This is an optimization exercise on Yosys and OpenROAD, whose aim is small area, a short achievable clock period and few clock cycles, not a production implementation. In this exercise RTL edits were held to simulation tests only and were not proved equivalent to the original. No activity file was given, so power comes from the tool's default toggle rates.

==> design/flow/design.v <==
module cc_crc_byte (
    input  [31:0] crc_in,
    input  [7:0]  data,
    output [31:0] crc_out
);
    reg [31:0] x;
    integer k;
    always @* begin
        x = crc_in ^ {24'd0, data};
        for (k = 0; k < 8; k = k + 1)
            x = x[0] ? ((x >> 1) ^ 32'hEDB88320) : (x >> 1);
    end
    assign crc_out = x;
endmodule
module cc_utf8_step (
    input  [1:0] need,
    input  [2:0] kind,
    input  [7:0] b,
    output reg       bad,
    output reg [1:0] need_n,
    output reg [2:0] kind_n
);
    reg in_range;
    always @* begin
        bad    = 1'b0;
        need_n = 2'd0;
        kind_n = 3'd0;
        case (kind)
            3'd1:    in_range = (b >= 8'hA0) && (b <= 8'hBF);
            3'd2:    in_range = (b >= 8'h80) && (b <= 8'h9F);
            3'd3:    in_range = (b >= 8'h90) && (b <= 8'hBF);
            3'd4:    in_range = (b >= 8'h80) && (b <= 8'h8F);
            default: in_range = (b >= 8'h80) && (b <= 8'hBF);
        endcase
        if (need != 2'd0) begin
            if (in_range) need_n = need - 2'd1;
            else          bad = 1'b1;
        end else if (b <= 8'h7F) begin
            need_n = 2'd0;
        end else if (b >= 8'hC2 && b <= 8'hDF) begin
            need_n = 2'd1;
        end else if (b == 8'hE0) begin
            need_n = 2'd2; kind_n = 3'd1;
        end else if (b == 8'hED) begin
            need_n = 2'd2; kind_n = 3'd2;
        end else if (b >= 8'hE1 && b <= 8'hEF) begin
            need_n = 2'd2;
        end else if (b == 8'hF0) begin
            need_n = 2'd3; kind_n = 3'd3;
        end else if (b >= 8'hF1 && b <= 8'hF3) begin
            need_n = 2'd3;
        end else if (b == 8'hF4) begin
            need_n = 2'd3; kind_n = 3'd4;
        end else begin
            bad = 1'b1;
        end
    end
endmodule
module chunk_codec (
    input             clk,
    input             rst,         
    input             wr_en,
    input      [7:0]  wr_addr,
    input      [31:0] wr_data,
    input      [7:0]  rd_addr,
    output reg [31:0] rd_data,
    output            busy
);
    localparam [7:0] C_TYPE_FROM_BYTES = 8'h10, C_TYPE_FROM_TEXT = 8'h11,
                     C_RAW_BYTES = 8'h12, C_IS_VALID = 8'h13, C_IS_RSV_VALID = 8'h14,
                     C_IS_CRITICAL = 8'h15, C_IS_PUBLIC = 8'h16, C_IS_SAFE = 8'h17,
                     C_TYPE_TO_TEXT = 8'h18, C_CRC32 = 8'h20, C_CONSTRUCT = 8'h30,
                     C_PARSE = 8'h31, C_LENGTH = 8'h32, C_TYPE_CODE = 8'h33,
                     C_PAYLOAD = 8'h34, C_CHECKSUM = 8'h35, C_AS_TEXT = 8'h36,
                     C_SERIALIZE = 8'h37;
    localparam [3:0] E_EMPTY = 4'd1, E_TRUNC = 4'd2, E_CRC = 4'd3, E_LEN = 4'd4,
                     E_CHAR = 4'd5, E_UTF8 = 4'd6, E_NOVAL = 4'd8, E_ILLEGAL = 4'd10;
    localparam [2:0] S_IDLE = 3'd0, S_CRC = 3'd1, S_CONS = 3'd2, S_PARSE = 3'd3,
                     S_PAY = 3'd4, S_TEXT = 3'd5, S_T2T = 3'd6, S_SER = 3'd7;
    reg [7:0]  ib [0:31];
    reg [7:0]  pm [0:31];
    reg [7:0]  ob [0:43];
    reg [5:0]  ib_len;
    reg [5:0]  ob_len;
    reg [31:0] tin;
    reg [31:0] res;
    reg [31:0] err_exp;
    reg [31:0] err_found;
    reg [3:0]  err;
    reg        t_valid;
    reg [7:0]  t_bytes [0:3];
    reg        r_valid;
    reg [5:0]  r_len;
    reg [7:0]  r_type [0:3];
    reg [31:0] r_crc;
    reg [2:0]  state;
    reg [5:0]  pos;
    reg [5:0]  last;       
    reg [31:0] crc;
    reg [1:0]  u_need;
    reg [2:0]  u_kind;
    reg        u_bad;
    assign busy = (state != S_IDLE);
    wire issue = wr_en && (wr_addr == 8'h00) && (state == S_IDLE);
    wire [7:0] cmd = wr_data[7:0];
    wire [7:0] ib_at_pos = ib[pos[4:0]];
    wire [7:0] pm_at_pos = pm[pos[4:0]];
    wire [5:0] pos_m4    = pos - 6'd4;
    wire [5:0] pos_m8    = pos - 6'd8;
    wire [7:0] pm_at_m8  = pm[pos_m8[4:0]];
    wire [7:0] t_at_pos  = t_bytes[pos[1:0]];
    reg [7:0] crc_data;
    always @* begin
        case (state)
            S_CONS:  crc_data = (pos < 6'd4) ? t_at_pos : ib[pos_m4[4:0]];
            default: crc_data = ib_at_pos;
        endcase
    end
    wire [31:0] crc_next;
    cc_crc_byte u_crc (.crc_in(crc), .data(crc_data), .crc_out(crc_next));
    wire [7:0] utf_data = (state == S_T2T) ? t_at_pos : pm_at_pos;
    wire       u_bad_step;
    wire [1:0] u_need_n;
    wire [2:0] u_kind_n;
    cc_utf8_step u_utf8 (.need(u_need), .kind(u_kind), .b(utf_data),
                         .bad(u_bad_step), .need_n(u_need_n), .kind_n(u_kind_n));
    wire u_ok_after = !(u_bad || u_bad_step) && (u_need_n == 2'd0);
    reg [7:0] ser_byte;
    always @* begin
        if (pos < 6'd4)
            ser_byte = (pos == 6'd3) ? {2'b00, r_len} : 8'h00;
        else if (pos < 6'd8)
            ser_byte = r_type[pos[1:0]];
        else if (pos < 6'd8 + r_len)
            ser_byte = pm_at_m8;
        else begin
            case (pos - 6'd8 - r_len)
                6'd0:    ser_byte = r_crc[31:24];
                6'd1:    ser_byte = r_crc[23:16];
                6'd2:    ser_byte = r_crc[15:8];
                default: ser_byte = r_crc[7:0];
            endcase
        end
    end
    wire [31:0] p_len    = {ib[0], ib[1], ib[2], ib[3]};
    wire [5:0]  p_l6     = p_len[5:0];
    wire [5:0]  p_cs     = 6'd8 + p_l6;
    wire [31:0] p_stored = {ib[p_cs[4:0]], ib[p_cs[4:0] + 5'd1],
                            ib[p_cs[4:0] + 5'd2], ib[p_cs[4:0] + 5'd3]};
    reg text_letters;
    integer j;
    always @* begin
        text_letters = 1'b1;
        for (j = 0; j < 4; j = j + 1)
            if (!((ib[j] >= 8'h41 && ib[j] <= 8'h5A) || (ib[j] >= 8'h61 && ib[j] <= 8'h7A)))
                text_letters = 1'b0;
    end
    integer i;
    always @(posedge clk) begin
        if (rst) begin
            state     <= S_IDLE;
            ib_len    <= 6'd0;
            ob_len    <= 6'd0;
            tin       <= 32'd0;
            res       <= 32'd0;
            err_exp   <= 32'd0;
            err_found <= 32'd0;
            err       <= 4'd0;
            t_valid   <= 1'b0;
            r_valid   <= 1'b0;
        end else begin
            case (state)
            S_IDLE: begin
                if (wr_en) begin
                    if (wr_addr == 8'h05) ib_len <= wr_data[5:0];
                    if (wr_addr == 8'h07) tin <= wr_data;
                    if (wr_addr[7:3] == 5'b01000) begin
                        ib[{wr_addr[2:0], 2'd0}] <= wr_data[31:24];
                        ib[{wr_addr[2:0], 2'd1}] <= wr_data[23:16];
                        ib[{wr_addr[2:0], 2'd2}] <= wr_data[15:8];
                        ib[{wr_addr[2:0], 2'd3}] <= wr_data[7:0];
                    end
                end
                if (issue) begin
                    err       <= 4'd0;
                    err_exp   <= 32'd0;
                    err_found <= 32'd0;
                    res       <= 32'd0;
                    ob_len    <= 6'd0;
                    pos       <= 6'd0;
                    crc       <= 32'hFFFFFFFF;
                    u_need    <= 2'd0;
                    u_kind    <= 3'd0;
                    u_bad     <= 1'b0;
                    case (cmd)
                    C_TYPE_FROM_BYTES: begin
                        t_bytes[0] <= tin[31:24];
                        t_bytes[1] <= tin[23:16];
                        t_bytes[2] <= tin[15:8];
                        t_bytes[3] <= tin[7:0];
                        t_valid    <= 1'b1;
                    end
                    C_TYPE_FROM_TEXT: begin
                        if (ib_len != 6'd4) begin
                            t_valid <= 1'b0;
                            err     <= E_LEN;
                        end else if (!text_letters) begin
                            t_valid <= 1'b0;
                            err     <= E_CHAR;
                        end else begin
                            for (i = 0; i < 4; i = i + 1) t_bytes[i] <= ib[i];
                            t_valid <= 1'b1;
                        end
                    end
                    C_RAW_BYTES: begin
                        if (!t_valid) err <= E_NOVAL;
                        else begin
                            for (i = 0; i < 4; i = i + 1) ob[i] <= t_bytes[i];
                            ob_len <= 6'd4;
                        end
                    end
                    C_IS_VALID, C_IS_RSV_VALID: begin
                        if (!t_valid) err <= E_NOVAL;
                        else res <= {31'd0, ~t_bytes[2][5]};
                    end
                    C_IS_CRITICAL: begin
                        if (!t_valid) err <= E_NOVAL;
                        else res <= {31'd0, ~t_bytes[0][5]};
                    end
                    C_IS_PUBLIC: begin
                        if (!t_valid) err <= E_NOVAL;
                        else res <= {31'd0, ~t_bytes[1][5]};
                    end
                    C_IS_SAFE: begin
                        if (!t_valid) err <= E_NOVAL;
                        else res <= {31'd0, t_bytes[3][5]};
                    end
                    C_TYPE_TO_TEXT: begin
                        if (!t_valid) err <= E_NOVAL;
                        else begin
                            last  <= 6'd3;
                            state <= S_T2T;
                        end
                    end
                    C_CRC32: begin
                        state <= S_CRC;
                    end
                    C_CONSTRUCT: begin
                        r_valid <= 1'b0;
                        if (!t_valid) err <= E_NOVAL;
                        else begin
                            last  <= ib_len + 6'd3;
                            state <= S_CONS;
                        end
                    end
                    C_PARSE: begin
                        r_valid <= 1'b0;
                        if (ib_len == 6'd0) err <= E_EMPTY;
                        else if (ib_len < 6'd12) err <= E_TRUNC;
                        else if (p_len > {26'd0, ib_len - 6'd12}) err <= E_TRUNC;
                        else begin
                            pos   <= 6'd4;
                            last  <= 6'd7 + p_l6;
                            state <= S_PARSE;
                        end
                    end
                    C_LENGTH: begin
                        if (!r_valid) err <= E_NOVAL;
                        else res <= {26'd0, r_len};
                    end
                    C_TYPE_CODE: begin
                        t_valid <= 1'b0;
                        if (!r_valid) err <= E_NOVAL;
                        else begin
                            for (i = 0; i < 4; i = i + 1) t_bytes[i] <= r_type[i];
                            t_valid <= 1'b1;
                        end
                    end
                    C_PAYLOAD: begin
                        if (!r_valid) err <= E_NOVAL;
                        else if (r_len != 6'd0) begin
                            last  <= r_len - 6'd1;
                            state <= S_PAY;
                        end
                    end
                    C_CHECKSUM: begin
                        if (!r_valid) err <= E_NOVAL;
                        else res <= r_crc;
                    end
                    C_AS_TEXT: begin
                        if (!r_valid) err <= E_NOVAL;
                        else if (r_len != 6'd0) begin
                            last  <= r_len - 6'd1;
                            state <= S_TEXT;
                        end
                    end
                    C_SERIALIZE: begin
                        if (!r_valid) err <= E_NOVAL;
                        else begin
                            last  <= r_len + 6'd11;
                            state <= S_SER;
                        end
                    end
                    default: err <= E_ILLEGAL;
                    endcase
                end
            end
            S_CRC: begin
                if (pos == ib_len) begin
                    res   <= ~crc;
                    state <= S_IDLE;
                end else begin
                    crc <= crc_next;
                    pos <= pos + 6'd1;
                end
            end
            S_CONS: begin
                if (pos == last + 6'd1) begin
                    r_len   <= ib_len;
                    for (i = 0; i < 4; i = i + 1) r_type[i] <= t_bytes[i];
                    r_crc   <= ~crc;
                    r_valid <= 1'b1;
                    state   <= S_IDLE;
                end else begin
                    crc <= crc_next;
                    if (pos >= 6'd4) pm[pos_m4[4:0]] <= ib[pos_m4[4:0]];
                    pos <= pos + 6'd1;
                end
            end
            S_PARSE: begin
                crc <= crc_next;
                if (pos >= 6'd8) pm[pos_m8[4:0]] <= ib_at_pos;
                pos <= pos + 6'd1;
                if (pos == last) begin
                    if (~crc_next != p_stored) begin
                        err_exp   <= ~crc_next;
                        err_found <= p_stored;
                        err       <= E_CRC;
                    end else begin
                        r_len   <= p_l6;
                        for (i = 0; i < 4; i = i + 1) r_type[i] <= ib[4 + i];
                        r_crc   <= p_stored;
                        r_valid <= 1'b1;
                    end
                    state <= S_IDLE;
                end
            end
            S_PAY: begin
                ob[pos] <= pm_at_pos;
                pos <= pos + 6'd1;
                if (pos == last) begin
                    ob_len <= r_len;
                    state  <= S_IDLE;
                end
            end
            S_TEXT: begin
                ob[pos] <= pm_at_pos;
                u_need  <= u_need_n;
                u_kind  <= u_kind_n;
                u_bad   <= u_bad | u_bad_step;
                pos     <= pos + 6'd1;
                if (pos == last) begin
                    if (u_ok_after) ob_len <= r_len;
                    else            err    <= E_UTF8;
                    state <= S_IDLE;
                end
            end
            S_T2T: begin
                ob[pos] <= t_at_pos;
                u_need  <= u_need_n;
                u_kind  <= u_kind_n;
                u_bad   <= u_bad | u_bad_step;
                pos     <= pos + 6'd1;
                if (pos == last) begin
                    if (u_ok_after) ob_len <= 6'd4;
                    else            err    <= E_UTF8;
                    state <= S_IDLE;
                end
            end
            S_SER: begin
                ob[pos] <= ser_byte;
                pos <= pos + 6'd1;
                if (pos == last) begin
                    ob_len <= r_len + 6'd12;
                    state  <= S_IDLE;
                end
            end
            default: state <= S_IDLE;
            endcase
        end
    end
    always @* begin
        rd_data = 32'd0;
        if (rd_addr[7:3] == 5'b01000)
            rd_data = {ib[{rd_addr[2:0], 2'd0}], ib[{rd_addr[2:0], 2'd1}],
                       ib[{rd_addr[2:0], 2'd2}], ib[{rd_addr[2:0], 2'd3}]};
        else if (rd_addr[7:4] == 4'b1000 && rd_addr[3:0] < 4'd11)
            rd_data = {ob[{rd_addr[3:0], 2'd0}], ob[{rd_addr[3:0], 2'd1}],
                       ob[{rd_addr[3:0], 2'd2}], ob[{rd_addr[3:0], 2'd3}]};
        else begin
            case (rd_addr)
                8'h01: rd_data = {26'd0, r_valid, t_valid, err};
                8'h02: rd_data = res;
                8'h03: rd_data = err_exp;
                8'h04: rd_data = err_found;
                8'h05: rd_data = {26'd0, ib_len};
                8'h06: rd_data = {26'd0, ob_len};
                8'h07: rd_data = tin;
                default: rd_data = 32'd0;
            endcase
        end
    end
endmodule
==> design/flow/run.sh <==
#!/bin/bash
# synth_recipe.tcl (not shown) runs the flow's synth.tcl, then flattens the netlist and writes it again
# the make line also repeats each setting of config.mk as NAME=value (left out here)
make -C /OpenROAD-flow-scripts/flow DESIGN_CONFIG=/design/flow/config.mk WORK_HOME=/design/flow/orfs CLKGATE_MAP_FILE= SYNTH_SCRIPT=/design/flow/synth_recipe.tcl finish
==> design/flow/config.mk <==
export PLATFORM = sky130hd
export DESIGN_NAME = chunk_codec
export DESIGN_NICKNAME = chunk_codec
export VERILOG_FILES = /design/flow/design.v
export SDC_FILE = /design/flow/constraint.sdc
export NUM_CORES = 4
export LEC_CHECK = 0
export CAP_MARGIN = 20
export CORE_MARGIN = 2
export CORE_UTILIZATION = 40
export SLEW_MARGIN = 20
==> design/flow/constraint.sdc <==
create_clock -name core_clock -period 10.0 [get_ports {clk}]
set_input_delay 2.0000 -clock core_clock [delete_from_list [all_inputs] [get_ports {clk}]]
set_output_delay 2.0000 -clock core_clock [all_outputs]
set_load 0.01 [all_outputs]
==> results.txt <==
## stage by stage
stage               hold WS, ps  power (W)  std cells
floorplan                   427    0.00554       5128
global placement            444    0.00571       7157
detailed placement          446    0.00571       7159
CTS                         464     0.0105       7402
global route                474     0.0107       7403
finish                      463     0.0105       7416
## layer usage
metal	global-route usage	vias to the layer above	routed length [um]
met5	0.00735	-	273
li1	-	20297	-
met3	0.113	764	38700
met1	0.435	25973	106000
met2	0.469	4046	119000
met4	0.156	14	15700
## cells by family after synthesis
logic type / count (synthesis) / synth area share
and+or+nand+nor: 1209 / 0.0807
DFF: 1170 / 0.506
AOI/OAI and AO/OA: 1067 / 0.112
muxes: 995 / 0.236
buffers and inverters: 480 / 0.0310
xor gates and xnor gates: 156 / 0.0243
adders and majority gates: 51 / 0.00973
## flip-flops by register name (all words and copies together) (netlist names), 4 cells and up, named ones only
name	flops
ob	352
ib	256
pm	256
crc	32
err_exp	32
err_found	32
r_crc	32
r_type	32
res	32
t_bytes	32
tin	32
ib_len	6
last	6
ob_len	6
pos	6
r_len	6
err	4
## synthesized netlist by cell type, types with 16 or more instances
master | instances | area share
nand2b_1 | 52 | 0.0049
mux2i_1 | 449 | 0.068
nor4_1 | 17 | 0.0016
a22o_1 | 40 | 0.0053
nor2b_1 | 32 | 0.0030
buf_2 | 45 | 0.0034
ha_1 | 50 | 0.0094
nor3_1 | 42 | 0.0032
mux4_2 | 447 | 0.15
mux2_2 | 95 | 0.016
and2_1 | 21 | 0.0020
o2111ai_1 | 29 | 0.0038
inv_1 | 47 | 0.0027
a222oi_1 | 25 | 0.0038
xnor2_1 | 91 | 0.012
xor2_1 | 44 | 0.0058
nand3_1 | 78 | 0.0059
o221ai_1 | 22 | 0.0029
and3_1 | 16 | 0.0015
a21oi_1 | 255 | 0.019
o211ai_1 | 17 | 0.0019
buf_4 | 18 | 0.0020
nand2_1 | 470 | 0.027
o21ai_0 | 163 | 0.012
clkbuf_1 | 281 | 0.016
nor2_1 | 391 | 0.022
o22ai_1 | 31 | 0.0029
a22oi_1 | 161 | 0.018
nand4_1 | 24 | 0.0023
o2bb2ai_1 | 59 | 0.0078
buf_1 | 68 | 0.0038
edfxtp_1 | 1016 | 0.46
a211oi_1 | 65 | 0.0074
a221oi_1 | 41 | 0.0054
a221o_1 | 24 | 0.0036
buf_6 | 18 | 0.0031
a31oi_1 | 27 | 0.0025
dfxtp_1 | 154 | 0.046
## final timing paths
path,startpoint,to,cells past startpoint
worst max-delay path,pos[1],err_exp[18],19
worst min-delay path,err_found[19],err_found[19],1
worst max register to register,pos[1],err_exp[18],19
worst min register to register,err_found[19],err_found[19],1
## cell type report
class,count,area [um^2],area share
clock inverters,75,792,0.0106
clock buffers,168,3510,0.0471
diodes,13,32.5,0.000437
repair buffers,273,2370,0.0318
multi-input cells,3478,31200,0.419
flip-flops and latches,1170,33600,0.451
well taps,2189,2740,0.0368
inverters,50,188,0.00252
## power by group through the flow
stage	registers [W]	clock network (W)	logic, W
2_1_floorplan	0.00535	0	0.000184
3_3_place_gp	0.00536	0	0.000356
3_5_place_dp	0.00536	0	0.000358
4_1_cts	0.00525	0.00489	0.000358
5_1_grt	0.00525	0.00509	0.000376
6_report	0.00525	0.00487	0.000369
## cells in the final DEF, fill, tap and decap left out, types with 37 or more instances in the layout
cell,count
buf_4,183
nand3_1,78
clkbuf_16,132
ha_1,49
o2bb2ai_1,59
a21oi_1,248
nor2_1,359
nand2b_1,52
a22oi_1,161
a221oi_1,40
inv_1,46
edfxtp_1,1016
nor3_1,37
o21ai_0,161
xnor2_1,87
nand2_1,468
a22o_1,40
mux4_2,447
clkdlybuf4s50_1,78
mux2i_1,442
mux2_2,95
dfxtp_1,151
xor2_1,40
a211oi_1,64
==> results.sh <==
export IMPL_status="complete, no violations"
export IMPL_setup_ws_ps=1780
export IMPL_cts_setup_buffers=0
export IMPL_post_place_ws_ps=2110
export IMPL_num_rows=149
export IMPL_endpoint_kind="flip-flop"
export IMPL_clkTransAtPathRegs_ps=70
export IMPL_timing_final_crit_share=0.822
export IMPL_synth_edf_count=1016
export IMPL_p_int_w=0.00808
export IMPL_clock_tree_root_cell="clkbuf_16"
export IMPL_yosysUniqueCellTypes=94
export IMPL_grt_pass1_wl_mm=387
export IMPL_core_area_um2=165000
export IMPL_synth_flop_cell="edfxtp_1"
export IMPL_worstPathMaxFanout=37
export IMPL_netlist_area_um2=66400
export IMPL_grt_ovfl_total=0
export IMPL_synth_avg_cell_area_um2=12.9
export IMPL_clock_skew_ps=24.1
export IMPL_comb_power_share=0.035
export IMPL_routed_wl_mm=280
export IMPL_sw_frac_of_total=0.230
export IMPL_pwr_share_clk=0.464
export IMPL_seqPwrFrac=0.501
export IMPL_grt_pass1_vias=48122
export IMPL_clk_latency_ps=800
export IMPL_clock_sinks=1170
export IMPL_die_h_um=411
export IMPL_required_ps=10680
export IMPL_p_per_area_nw_per_um2=141
export IMPL_wl_per_cell_um=37.8
export IMPL_slowest_stage="ha_1"
export IMPL_syn_to_final_growth_pct=12.2
export IMPL_cts_hold_buf=0
export IMPL_cts_tree="yes"
export IMPL_drc=0
export IMPL_maxCapViolCount=0
export IMPL_crit_chain="buf_12, inv_1, buf_4, ha_1, a222oi_1, mux2i_1, nor2_1, nor2_1, a32oi_1, xnor2_2, xnor2_1, xnor2_1, xnor2_1, xor2_1, a2111oi_2, a21oi_1, nand2_2, buf_4, a2bb2o_1"
export IMPL_cts_resized=0
export IMPL_synthCells=5128
export IMPL_crit_family="XOR/XNOR gates"
export IMPL_tightest_slew_ps=1310
export IMPL_boundaryPins=84
export IMPL_finalSetupViolCount=0
export IMPL_setup_tns_ps=0
export IMPL_synth_async_reset_ratio=0
export IMPL_firstDrtPassIters=9
export IMPL_die_area_um2=169000
export IMPL_p_leak_nw=24.9
export IMPL_nFillCells=14646
export IMPL_numPortBuffers=83
export IMPL_cts_buffers=132
export IMPL_p_switching_w=0.00241
export IMPL_slew_headroom=0.123
export IMPL_nNetsFinal=5207
export IMPL_htreeDepth=4
export IMPL_fin_area_um2=74400
export IMPL_initial_core_util=0.403
export IMPL_placed_cell_area_um2=70000
export IMPL_cp_common_cell="xnor2_1"
export IMPL_drtIter0Drc=8693
export IMPL_avgViaCountPerCell=6.89
export IMPL_critical_path_class="flip-flop to flip-flop"
export IMPL_drive_above_1_share=0.200
export IMPL_gp_congestion=1.03
export IMPL_rsz0062_at_grt="false"
export IMPL_grt_max_degree=146
export IMPL_synth_seq_cells=1170
export IMPL_cp_start_kind="flip-flop"
export IMPL_yosys_warnings=5
export IMPL_max_stage_delay_ps=840
export IMPL_regToRegSetupSlack_ps=1780
export IMPL_min_path_type="flip-flop to flip-flop"
export IMPL_timing_hold_violations_final=0
export IMPL_path_buf_inv=4
export IMPL_utilization=0.452
export IMPL_antenna_found_initial=16
export IMPL_chipWidth_um=411
export IMPL_ys_seq_area_frac=0.506
export IMPL_final_min_clock_period_ps=8220
export IMPL_vdd_ir_drop_max_mv=0.126
export IMPL_cts_buffer_depth=3
export IMPL_vias=51094
export IMPL_drv_slew=0
export IMPL_grt_use_total=0.325
export IMPL_drtAntennaViolNets=0
export IMPL_max_freq_mhz=122
export IMPL_hpwl_mm=196
export IMPL_syn_num_nets=5230
export IMPL_critPathArrivalTime_ps=8900
Testbench counts, summed over its fixed seeds: cycles 32,202.

static timing again, ports no longer ideal:
The flow's constraints put no driver on any port. The routed layout listed below was extracted and timed again, unchanged, in two steps.
Step 1 (the two cells are an assumption about what drives the block):
set clk [get_ports {clk}]
set_driving_cell -lib_cell sky130_fd_sc_hd__clkbuf_16 $clk
set_driving_cell -lib_cell sky130_fd_sc_hd__buf_2 [delete_from_list [all_inputs] $clk]
Step 2, shift: input delay + t, output delay - t, t = (earliest + latest rising clock arrival at the registers) / 2. This alone moves slack from input paths to output paths.
a / b / c = ideal ports / drivers / drivers and shift; a / b = the first two.
t (ns): 0.883
slack for setup (ns): 1.783 / 1.783 / 1.783
slew at the worst register clock pin (ns): 0.07 / 0.07
After both steps this run still meets setup and hold. For this run, drivers alone change the setup slack by 0.000 ns; drivers and shift together by 0.000 ns.
